From an optimization exercise on the open Yosys and OpenROAD flow, aimed at small area, a short achievable clock period and few clock cycles per item; shortcuts taken in it are not production practice. Only simulation tests tie the RTL to the original design; equivalence was not proved. Power figures rest on the tool's default switching activity, not on a simulated workload.

===== flow/run.sh =====
#!/bin/bash
# synth_recipe.tcl (not shown) runs the flow's synth.tcl, then flattens the netlist and writes it again
# the make line also repeats each setting of config.mk as NAME=value (left out here)
make -C /OpenROAD-flow-scripts/flow DESIGN_CONFIG=/design/flow/config.mk WORK_HOME=/design/flow/orfs CLKGATE_MAP_FILE= SYNTH_SCRIPT=/design/flow/synth_recipe.tcl finish

===== flow/config.mk =====
export PLATFORM = sky130hd
export DESIGN_NAME = ptce_comp
export DESIGN_NICKNAME = ptce_comp
export VERILOG_FILES = /design/flow/design.v
export SDC_FILE = /design/flow/constraint.sdc
export NUM_CORES = 4
export LEC_CHECK = 0
export CAP_MARGIN = 20
export CORE_MARGIN = 2
export CORE_UTILIZATION = 35
export SLEW_MARGIN = 20

===== flow/constraint.sdc =====
create_clock -name core_clock -period 17.0 [get_ports {clk}]
set_input_delay 3.4000 -clock core_clock [delete_from_list [all_inputs] [get_ports {clk}]]
set_output_delay 3.4000 -clock core_clock [all_outputs]
set_load 0.01 [all_outputs]

===== flow/design.v =====
module ptce_comp (
    input  wire        clk,
    input  wire        rst,         
    input  wire        start,
    output wire        ready,
    input  wire [1:0]  mode,
    input  wire [15:0] ut,          
    input  wire [18:0] up,          
    input  wire [15:0] ac1,         
    input  wire [15:0] ac2,         
    input  wire [15:0] ac3,         
    input  wire [15:0] ac4,         
    input  wire [15:0] ac5,         
    input  wire [15:0] ac6,         
    input  wire [15:0] b1,          
    input  wire [15:0] b2,          
    input  wire [15:0] mc,          
    input  wire [15:0] md,          
    output reg         done,
    output reg  [1:0]  t_status,    
    output reg  [1:0]  p_status,    
    output reg  [31:0] b5_out,
    output reg  [31:0] t10_out,
    output reg  [31:0] pres_out
);
    localparam ST_OK    = 2'd0;
    localparam ST_DIV0  = 2'd1;
    localparam ST_RANGE = 2'd2;
    localparam ST_SKIP  = 2'd3;
    localparam [5:0]
        S_IDLE  = 6'd0,
        S_T1A   = 6'd1,
        S_T1B   = 6'd2,
        S_T2B   = 6'd3,
        S_T2DIV = 6'd4,
        S_T2Q   = 6'd5,
        S_T3    = 6'd6,
        S_T4    = 6'd7,
        S_P1    = 6'd8,
        S_P2A   = 6'd9,
        S_P2B   = 6'd10,
        S_P3    = 6'd11,
        S_P4    = 6'd12,
        S_P5A   = 6'd13,
        S_P5B   = 6'd14,
        S_P5C   = 6'd15,
        S_P5D   = 6'd16,
        S_P6    = 6'd17,
        S_P7    = 6'd18,
        S_P8A   = 6'd19,
        S_P8B   = 6'd20,
        S_P9A   = 6'd21,
        S_P9B   = 6'd22,
        S_P10A  = 6'd23,
        S_P10B  = 6'd24,
        S_P11   = 6'd25,
        S_P11DIV= 6'd26,
        S_P11Q  = 6'd27,
        S_P11D  = 6'd28,
        S_P12A  = 6'd29,
        S_P12B  = 6'd30,
        S_P13   = 6'd31,
        S_P14A  = 6'd32,
        S_P14B  = 6'd33,
        S_P14C  = 6'd34,
        S_DONE  = 6'd35;
    reg [5:0] state;
    reg [1:0]  r_mode;
    reg [15:0] r_ut, r_ac1, r_ac2, r_ac3, r_ac4, r_ac5, r_ac6, r_b1, r_b2, r_mc, r_md;
    reg [18:0] r_up;
    reg signed [31:0] t, x1, x2, x3, a, q, b3, b5, b6, p, t10;
    reg        [31:0] b4, b7;
    reg [31:0] div_n, div_d, div_q;
    reg [31:0] div_r;
    reg [5:0]  div_cnt;
    reg        div_neg;
    reg [1:0] ts, ps;
    assign ready = (state == S_IDLE);
    localparam OP_ADD = 1'b0;
    localparam OP_MUL = 1'b1;
    localparam CK_S32 = 1'b0;
    localparam CK_U32 = 1'b1;
    reg               op;
    reg               ck;
    reg signed [35:0] add_a, add_b;
    reg signed [32:0] mul_a, mul_b;
    wire signed [65:0] mul_w = mul_a * mul_b;
    wire signed [65:0] add_w = {{30{add_a[35]}}, add_a} + {{30{add_b[35]}}, add_b};
    wire signed [65:0] w     = (op == OP_MUL) ? mul_w : add_w;
    wire s32_ok = (w[65:31] == {35{1'b0}}) || (w[65:31] == {35{1'b1}});
    wire u32_ok = (w[65:32] == {34{1'b0}});
    wire lane_ok = (ck == CK_U32) ? u32_ok : s32_ok;
    wire [31:0] w32 = w[31:0];
    wire signed [35:0] ut_s  = {{20{r_ut[15]}},  r_ut};
    wire signed [35:0] ac1_s = {{20{r_ac1[15]}}, r_ac1};
    wire signed [35:0] ac2_s = {{20{r_ac2[15]}}, r_ac2};
    wire signed [35:0] ac3_s = {{20{r_ac3[15]}}, r_ac3};
    wire signed [35:0] ac4_z = {20'd0, r_ac4};
    wire signed [35:0] ac5_z = {20'd0, r_ac5};
    wire signed [35:0] ac6_z = {20'd0, r_ac6};
    wire signed [35:0] b1_s  = {{20{r_b1[15]}},  r_b1};
    wire signed [35:0] b2_s  = {{20{r_b2[15]}},  r_b2};
    wire signed [35:0] md_s  = {{20{r_md[15]}},  r_md};
    wire signed [35:0] up_z  = {17'd0, r_up};
    function signed [35:0] sx32(input [31:0] v);
        sx32 = {{4{v[31]}}, v};
    endfunction
    function signed [35:0] zx32(input [31:0] v);
        zx32 = {4'b0000, v};
    endfunction
    reg [15:0] kmode;
    always @(*) begin
        case (r_mode)
            2'd0: kmode = 16'd50000;
            2'd1: kmode = 16'd25000;
            2'd2: kmode = 16'd12500;
            default: kmode = 16'd6250;
        endcase
    end
    always @(*) begin
        op    = OP_ADD;
        ck    = CK_S32;
        add_a = 36'sd0;
        add_b = 36'sd0;
        mul_a = 33'sd0;
        mul_b = 33'sd0;
        case (state)
            S_T1A:  begin add_a = ut_s;     add_b = -ac6_z; end
            S_T1B:  begin op = OP_MUL; mul_a = {t[31], t}; mul_b = ac5_z[32:0]; end
            S_T2B:  begin add_a = sx32(x1); add_b = md_s; end
            S_T3:   begin add_a = sx32(x1); add_b = sx32(x2); end
            S_T4:   begin add_a = sx32(b5); add_b = 36'sd8; end
            S_P1:   begin add_a = sx32(b5); add_b = -36'sd4000; end
            S_P2A:  begin op = OP_MUL; mul_a = {b6[31], b6}; mul_b = {b6[31], b6}; end
            S_P2B:  begin op = OP_MUL; mul_a = b2_s[32:0]; mul_b = {q[31], q}; end
            S_P3:   begin op = OP_MUL; mul_a = ac2_s[32:0]; mul_b = {b6[31], b6}; end
            S_P4:   begin add_a = sx32(x1); add_b = sx32(x2); end
            S_P5A:  begin add_a = ac1_s <<< 2; add_b = 36'sd0; end
            S_P5B:  begin add_a = sx32(a); add_b = sx32(x3); end
            S_P5C:  begin add_a = sx32(a) <<< r_mode; add_b = 36'sd0; end
            S_P5D:  begin add_a = sx32(a); add_b = 36'sd2; end
            S_P6:   begin op = OP_MUL; mul_a = ac3_s[32:0]; mul_b = {b6[31], b6}; end
            S_P7:   begin op = OP_MUL; mul_a = b1_s[32:0]; mul_b = {q[31], q}; end
            S_P8A:  begin add_a = sx32(x1); add_b = sx32(x2); end
            S_P8B:  begin add_a = sx32(a); add_b = 36'sd2; end
            S_P9A:  begin ck = CK_U32; add_a = sx32(x3); add_b = 36'sd32768; end
            S_P9B:  begin op = OP_MUL; ck = CK_U32; mul_a = ac4_z[32:0]; mul_b = {1'b0, b4}; end
            S_P10A: begin ck = CK_U32; add_a = up_z; add_b = -sx32(b3); end
            S_P10B: begin op = OP_MUL; ck = CK_U32; mul_a = {1'b0, b7}; mul_b = {17'd0, kmode}; end
            S_P11Q: begin add_a = zx32(div_q); add_b = 36'sd0; end
            S_P11D: begin ck = CK_U32; add_a = zx32(div_q) <<< 1; add_b = 36'sd0; end
            S_P12A: begin op = OP_MUL; mul_a = {9'd0, p[31:8]}; mul_b = {9'd0, p[31:8]}; end
            S_P12B: begin op = OP_MUL; mul_a = {x1[31], x1}; mul_b = 33'sd3038; end
            S_P13:  begin op = OP_MUL; mul_a = {p[31], p}; mul_b = -33'sd7357; end
            S_P14A: begin add_a = sx32(x1); add_b = sx32(x2); end
            S_P14B: begin add_a = sx32(a); add_b = 36'sd3791; end
            S_P14C: begin add_a = sx32(p); add_b = sx32(a); end
            default: ;
        endcase
    end
    function [31:0] tdiv4(input [31:0] v);
        reg [31:0] mag;
        begin
            mag = v[31] ? (~v + 32'd1) : v;
            mag = mag >> 2;
            tdiv4 = v[31] ? (~mag + 32'd1) : mag;
        end
    endfunction
    wire [33:0] div_trial = {1'b0, div_r, div_n[31]} - {2'b00, div_d};
    always @(posedge clk) begin
        if (rst) begin
            state    <= S_IDLE;
            done     <= 1'b0;
            t_status <= ST_OK;
            p_status <= ST_OK;
            b5_out   <= 32'd0;
            t10_out  <= 32'd0;
            pres_out <= 32'd0;
        end else begin
            done <= 1'b0;
            case (state)
                S_IDLE: begin
                    if (start) begin
                        r_mode <= mode;
                        r_ut   <= ut;
                        r_up   <= up;
                        r_ac1  <= ac1;
                        r_ac2  <= ac2;
                        r_ac3  <= ac3;
                        r_ac4  <= ac4;
                        r_ac5  <= ac5;
                        r_ac6  <= ac6;
                        r_b1   <= b1;
                        r_b2   <= b2;
                        r_mc   <= mc;
                        r_md   <= md;
                        ts     <= ST_OK;
                        ps     <= ST_SKIP;
                        state  <= S_T1A;
                    end
                end
                S_T1A: begin
                    if (!lane_ok) begin ts <= ST_RANGE; state <= S_DONE; end
                    else begin t <= w32; state <= S_T1B; end
                end
                S_T1B: begin
                    if (!lane_ok) begin ts <= ST_RANGE; state <= S_DONE; end
                    else begin x1 <= $signed(w32) >>> 15; state <= S_T2B; end
                end
                S_T2B: begin
                    if (!lane_ok) begin ts <= ST_RANGE; state <= S_DONE; end
                    else if (w32 == 32'd0) begin ts <= ST_DIV0; state <= S_DONE; end
                    else begin
                        div_n   <= r_mc[15] ? (~{{5{r_mc[15]}}, r_mc, 11'd0} + 32'd1)
                                            : {5'd0, r_mc, 11'd0};
                        div_d   <= w32[31] ? (~w32 + 32'd1) : w32;
                        div_neg <= r_mc[15] ^ w32[31];
                        div_r   <= 32'd0;
                        div_cnt <= 6'd0;
                        state   <= S_T2DIV;
                    end
                end
                S_T2DIV, S_P11DIV: begin
                    if (div_trial[33]) begin
                        div_r <= {div_r[30:0], div_n[31]};
                        div_q <= {div_q[30:0], 1'b0};
                    end else begin
                        div_r <= div_trial[31:0];
                        div_q <= {div_q[30:0], 1'b1};
                    end
                    div_n   <= {div_n[30:0], 1'b0};
                    div_cnt <= div_cnt + 6'd1;
                    if (div_cnt == 6'd31)
                        state <= (state == S_T2DIV) ? S_T2Q : S_P11Q;
                end
                S_T2Q: begin
                    x2    <= div_neg ? (~div_q + 32'd1) : div_q;
                    state <= S_T3;
                end
                S_T3: begin
                    if (!lane_ok) begin ts <= ST_RANGE; state <= S_DONE; end
                    else begin b5 <= w32; state <= S_T4; end
                end
                S_T4: begin
                    if (!lane_ok) begin ts <= ST_RANGE; state <= S_DONE; end
                    else begin
                        t10   <= $signed(w32) >>> 4;
                        ps    <= ST_OK;
                        state <= S_P1;
                    end
                end
                S_P1: begin
                    if (!lane_ok) begin ps <= ST_RANGE; state <= S_DONE; end
                    else begin b6 <= w32; state <= S_P2A; end
                end
                S_P2A: begin
                    if (!lane_ok) begin ps <= ST_RANGE; state <= S_DONE; end
                    else begin q <= $signed(w32) >>> 12; state <= S_P2B; end
                end
                S_P2B: begin
                    if (!lane_ok) begin ps <= ST_RANGE; state <= S_DONE; end
                    else begin x1 <= $signed(w32) >>> 11; state <= S_P3; end
                end
                S_P3: begin
                    if (!lane_ok) begin ps <= ST_RANGE; state <= S_DONE; end
                    else begin x2 <= $signed(w32) >>> 11; state <= S_P4; end
                end
                S_P4: begin
                    if (!lane_ok) begin ps <= ST_RANGE; state <= S_DONE; end
                    else begin x3 <= w32; state <= S_P5A; end
                end
                S_P5A, S_P5B, S_P5C: begin
                    if (!lane_ok) begin ps <= ST_RANGE; state <= S_DONE; end
                    else begin a <= w32; state <= state + 6'd1; end
                end
                S_P5D: begin
                    if (!lane_ok) begin ps <= ST_RANGE; state <= S_DONE; end
                    else begin b3 <= tdiv4(w32); state <= S_P6; end
                end
                S_P6: begin
                    if (!lane_ok) begin ps <= ST_RANGE; state <= S_DONE; end
                    else begin x1 <= $signed(w32) >>> 13; state <= S_P7; end
                end
                S_P7: begin
                    if (!lane_ok) begin ps <= ST_RANGE; state <= S_DONE; end
                    else begin x2 <= $signed(w32) >>> 16; state <= S_P8A; end
                end
                S_P8A: begin
                    if (!lane_ok) begin ps <= ST_RANGE; state <= S_DONE; end
                    else begin a <= w32; state <= S_P8B; end
                end
                S_P8B: begin
                    if (!lane_ok) begin ps <= ST_RANGE; state <= S_DONE; end
                    else begin x3 <= $signed(w32) >>> 2; state <= S_P9A; end
                end
                S_P9A: begin
                    if (!lane_ok) begin ps <= ST_RANGE; state <= S_DONE; end
                    else begin b4 <= w32; state <= S_P9B; end
                end
                S_P9B: begin
                    if (!lane_ok) begin ps <= ST_RANGE; state <= S_DONE; end
                    else begin b4 <= w32 >> 15; state <= S_P10A; end
                end
                S_P10A: begin
                    if (!lane_ok) begin ps <= ST_RANGE; state <= S_DONE; end
                    else begin b7 <= w32; state <= S_P10B; end
                end
                S_P10B: begin
                    if (!lane_ok) begin ps <= ST_RANGE; state <= S_DONE; end
                    else begin b7 <= w32; state <= S_P11; end
                end
                S_P11: begin
                    if (b4 == 32'd0) begin ps <= ST_DIV0; state <= S_DONE; end
                    else begin
                        div_n   <= b7[31] ? b7 : {b7[30:0], 1'b0};
                        div_d   <= b4;
                        div_r   <= 32'd0;
                        div_cnt <= 6'd0;
                        state   <= S_P11DIV;
                    end
                end
                S_P11Q: begin
                    if (!b7[31]) begin
                        if (!lane_ok) begin ps <= ST_RANGE; state <= S_DONE; end
                        else begin p <= w32; state <= S_P12A; end
                    end else begin
                        state <= S_P11D;
                    end
                end
                S_P11D: begin
                    if (!lane_ok || w32[31]) begin ps <= ST_RANGE; state <= S_DONE; end
                    else begin p <= w32; state <= S_P12A; end
                end
                S_P12A: begin
                    if (!lane_ok) begin ps <= ST_RANGE; state <= S_DONE; end
                    else begin x1 <= w32; state <= S_P12B; end
                end
                S_P12B: begin
                    if (!lane_ok) begin ps <= ST_RANGE; state <= S_DONE; end
                    else begin x1 <= $signed(w32) >>> 16; state <= S_P13; end
                end
                S_P13: begin
                    if (!lane_ok) begin ps <= ST_RANGE; state <= S_DONE; end
                    else begin x2 <= $signed(w32) >>> 16; state <= S_P14A; end
                end
                S_P14A: begin
                    if (!lane_ok) begin ps <= ST_RANGE; state <= S_DONE; end
                    else begin a <= w32; state <= S_P14B; end
                end
                S_P14B: begin
                    if (!lane_ok) begin ps <= ST_RANGE; state <= S_DONE; end
                    else begin a <= $signed(w32) >>> 4; state <= S_P14C; end
                end
                S_P14C: begin
                    if (!lane_ok) begin ps <= ST_RANGE; state <= S_DONE; end
                    else begin p <= w32; state <= S_DONE; end
                end
                S_DONE: begin
                    done     <= 1'b1;
                    t_status <= ts;
                    p_status <= ps;
                    b5_out   <= b5;
                    t10_out  <= t10;
                    pres_out <= p;
                    state    <= S_IDLE;
                end
                default: state <= S_IDLE;
            endcase
        end
    end
endmodule

==> summary.txt <==
-- power groups by stage --
stage / Sequential, uW / Clock, uW / Combinational [uW]
global placement: 2890 / 0 / 4630
detailed placement: 2890 / 0 / 4620
global route: 2850 / 2270 / 4970
finish: 2850 / 2180 / 4860
CTS: 2840 / 2190 / 4650
floorplan: 2800 / 0 / 2440
-- cell families after synthesis --
family | share of synthesized area (%)
multiplexers | 1.44
AND/OR/NAND/NOR | 14.3
AO/OA/AOI/OAI | 11.7
XOR/XNOR | 2.63
buffers and inverters | 7.85
adder cells (fa/ha/maj) | 32.6
flip-flops | 29.4
-- critical path, delay by kind of cell, from the launching register on --
family	cells	cell delay, ns
AO/OA/AOI/OAI	9	3.41
XOR/XNOR	1	0.21
adder cells (fa/ha/maj)	9	4.40
buffers and inverters	9	1.76
flip-flops	1	0.88
AND/OR/NAND/NOR	10	3.95
-- path summary, 6_finish.rpt --
kind | to | slack [ns] | depth (start not counted)
worst max-delay path | x1[16]$_DFFE_PP_ | 1.99 | 38
worst max register to register | x1[16]$_DFFE_PP_ | 1.99 | 38
worst min register to register | b5_out[20]$_SDFFE_PP0P_ | 0.46 | 2
worst min-delay path | b5_out[20]$_SDFFE_PP0P_ | 0.46 | 2
-- stage by stage --
step | setup WS (ns) | cell area (sq um) | hold WS, ns
floorplan | 2.34 | 82100 | 0.424
global placement | 2.55 | 89300 | 0.445
detailed placement | 2.30 | 89300 | 0.446
CTS | 2.22 | 92600 | 0.461
global route | 1.47 | 92600 | 0.482
finish | 1.99 | 92600 | 0.460
-- layout by cell type (no fill, tap or decap), types with 78 or more instances in the layout --
master           count
xor2_1             102
nor3_1              83
nand3_1            101
xnor2_1            143
nand2_1            949
clkbuf_16           96
fa_1              1146
a21oi_1            401
o21ai_0            198
ha_1               302
clkdlybuf4s50_1    300
nand2b_1            89
a22oi_1            131
nor2_1            1019
inv_1             1185
mux2i_1             78
buf_4              218
edfxtp_1           736
dfxtp_1            103
-- cells in the mapped netlist (66+ instances only) --
cell type  instances
inv_1           1185
a21oi_1          421
nand4_1           66
xor2_1           102
clkbuf_1         435
ha_1             302
a22oi_1          131
dfxtp_1          103
fa_1            1147
nand2_1          952
mux2i_1           79
a221o_1           67
edfxtp_1         736
nand2b_1          89
xnor2_1          143
nand3_1          101
o21ai_0          201
nor3_1           118
nor2_1          1035
-- layer usage --
metal | global-route usage [%] | part of all wire (%) | vias to the layer above
li1 | - | - | 28295
met1 | 37.3 | 37 | 34480
met2 | 45.7 | 44 | 4189
met3 | 7.77 | 11 | 966
met4 | 19.4 | 7.8 | 4
met5 | 0 | 0.0087 | -
-- area by class of cell --
| type | count | area [sq um] | share of cell area [%] |
|---|---|---|---|
| Timing Repair Buffer | 520 | 4670 | 5.05 |
| Clock buffer | 119 | 2540 | 2.74 |
| Antenna cell | 15 | 37.5 | 0.0405 |
| Multi-Input combinational cell | 5882 | 52100 | 56.3 |
| Sequential cell | 839 | 24200 | 26.1 |
| Inverter | 1197 | 4490 | 4.85 |
| Tap cell | 3132 | 3920 | 4.23 |
| Clock inverter | 60 | 676 | 0.729 |
==> impl_metrics.csv <==
group,metric,value,unit
route,drc,0,
route,wire_per_inst,30.3,microns
grt,grt_usage,29.8,%
synthesis,synth.ff_latch_count,839,
worst_setup_path,reg2reg_from,"state[3]$_SDFFE_PP0P_",
floorplanning,rows,177,
cts,cts_buffers,95,
cts,cts_resized,0,
floorplanning,start_util,35.2,%
synthesis,synth_area,0.0821,sq mm
route,drtPass1Iterations,9,
grt,grt.overflow.total,0,
cts,tritoncts,"done",
grt,antenna_found_initial,24,
final_layout,postLayoutCoreUtil,39.8,%
final_layout,final_nets,10184,
cts,hold_buffers,0,
power,leakage,0.0338,uW
floorplanning,core_area,0.233,sq mm
run,drv_cap,0,
worst_setup_path,startpoint,"state[3]$_SDFFE_PP0P_",
synthesis,synth_area_leaders,"fa_1, edfxtp_1, inv_1, nor2_1, ha_1",
route,drt-initial-drc-count,8807,
placement,gp_congestion,1.02,
route,ant_nets,0,
power,seqPwrFrac,28.8,%
timing,post-route-period-util,88.3,%
route,vias_per_cell,5.77,
placement,dp_cells,11569,
timing,clock_skew,0.0959,ns
cts,clock_latency,0.79,ns
synthesis,synth_edf_count,736,
power,power.internal,5170,uW
power,powerDensity,107,mW/mm^2
final_layout,fillers,22980,
worst_setup_path,critPathMaxFanout,26,
timing,fmax,0.0666,GHz
timing,final.setup.tns,0,ns
timing,worst_pin_slew,1.34,ns
timing,finalCriticalPeriod,15.01,ns
worst_setup_path,critPathCaptureType,"flop",
placement,io_buffers,301,
power,clock_power_share,22.0,%
synthesis,synth.net_count,10073,
route,vias,67934,
timing,rsz0062_at_grt,"false",
floorplanning,io_pins,302,
timing,final-setup-viol-count,0,
min_path,hold_start,"b5_out[20]$_SDFFE_PP0P_",
power,ir_drop,113,uV
floorplanning,dieWidth,488,microns
timing,hold_viol_final,0,
grt,grt_pass1_wl,509000,microns
synthesis,synthFlopType,"edfxtp_1",
worst_setup_path,slowest_stage,"dfxtp_1",
synthesis,synth-async-reset-ratio,0,%
worst_setup_path,worstSetupStartpointType,"flop",
worst_setup_path,required,17.42,ns
min_path,hold_class,"reg -> reg",
cts,clock_sinks,839,
synthesis,synth.avg_cell_area,9.75,sq um
floorplanning,die_h,488,microns
synthesis,synth_area_leader_cell,"fa_1",
placement,dpl.hpwl,278000,microns
grt,grt_pass1_vias,69356,
route,wirelength,357000,microns
timing,slew_viol_final,0,
final_layout,drive_gt1_share,6.78,%
power,p_comb_share,49.1,%
final_layout,fin_cells,11764,
synthesis,synth_cell_type_count,109,
synthesis,yosys_warnings,1,
worst_setup_path,worstPathArrival,15.43,ns
run_status,run_status,"timing/DRC/antenna clean",
final_layout,syn2layout_area_growth,12.8,%
cts,clock_path_buffers,3,
power,power,9900,uW
timing,slew_headroom,10.7,%
synthesis,yosysSeqAreaShare,29.4,%
power,p_sw_share,47.7,%
worst_setup_path,critPathMaxStageDelay,0.88,ns
floorplanning,die_area,0.238,sq mm
worst_setup_path,worstSetupPathType,"reg -> reg",
synthesis,synth_top_area_share,28.0,%
cts,root_buffer,"clkbuf_16",
grt,grt_max_degree,98,
synthesis,synth_cells,8424,
worst_setup_path,cpMostUsedCell,"fa_1",
power,switching_power,4720,uW
cts,path_clk_slew,0.06,ns
cts,cts_setup_buffers,0,
cts,htree_levels,3,
Testbench counts, summed over its fixed seeds: cycles 217,676, items 2,400.

==> re-timing with driven ports <==
How much do the figures lean on ideal ports? The routed layout below was timed once more, with nothing changed but the port constraints. Step 1 sets driving cells, clkbuf_16 on the clock port and buf_2 on the other inputs (assumed; they add their load-dependent delay and slew). Step 2 moves the port delays by t, midway between the first and last clock arrival at a register: inputs arrive t later, outputs are due t later. That takes back most of the time a late clock gives input paths. Slacks: ideal ports / drivers / drivers and shift; pairs: ideal ports / drivers.
t (ns): 0.822
setup slack, ns: 1.989 / 1.989 / 1.989
slew at the worst register clock pin (ns): 0.07 / 0.07
worst data-port slew with drivers (ns): 0.12
After both steps setup and hold are still met in this run. For this run, drivers alone change the setup slack by 0.000 ns; drivers and shift together by 0.000 ns.
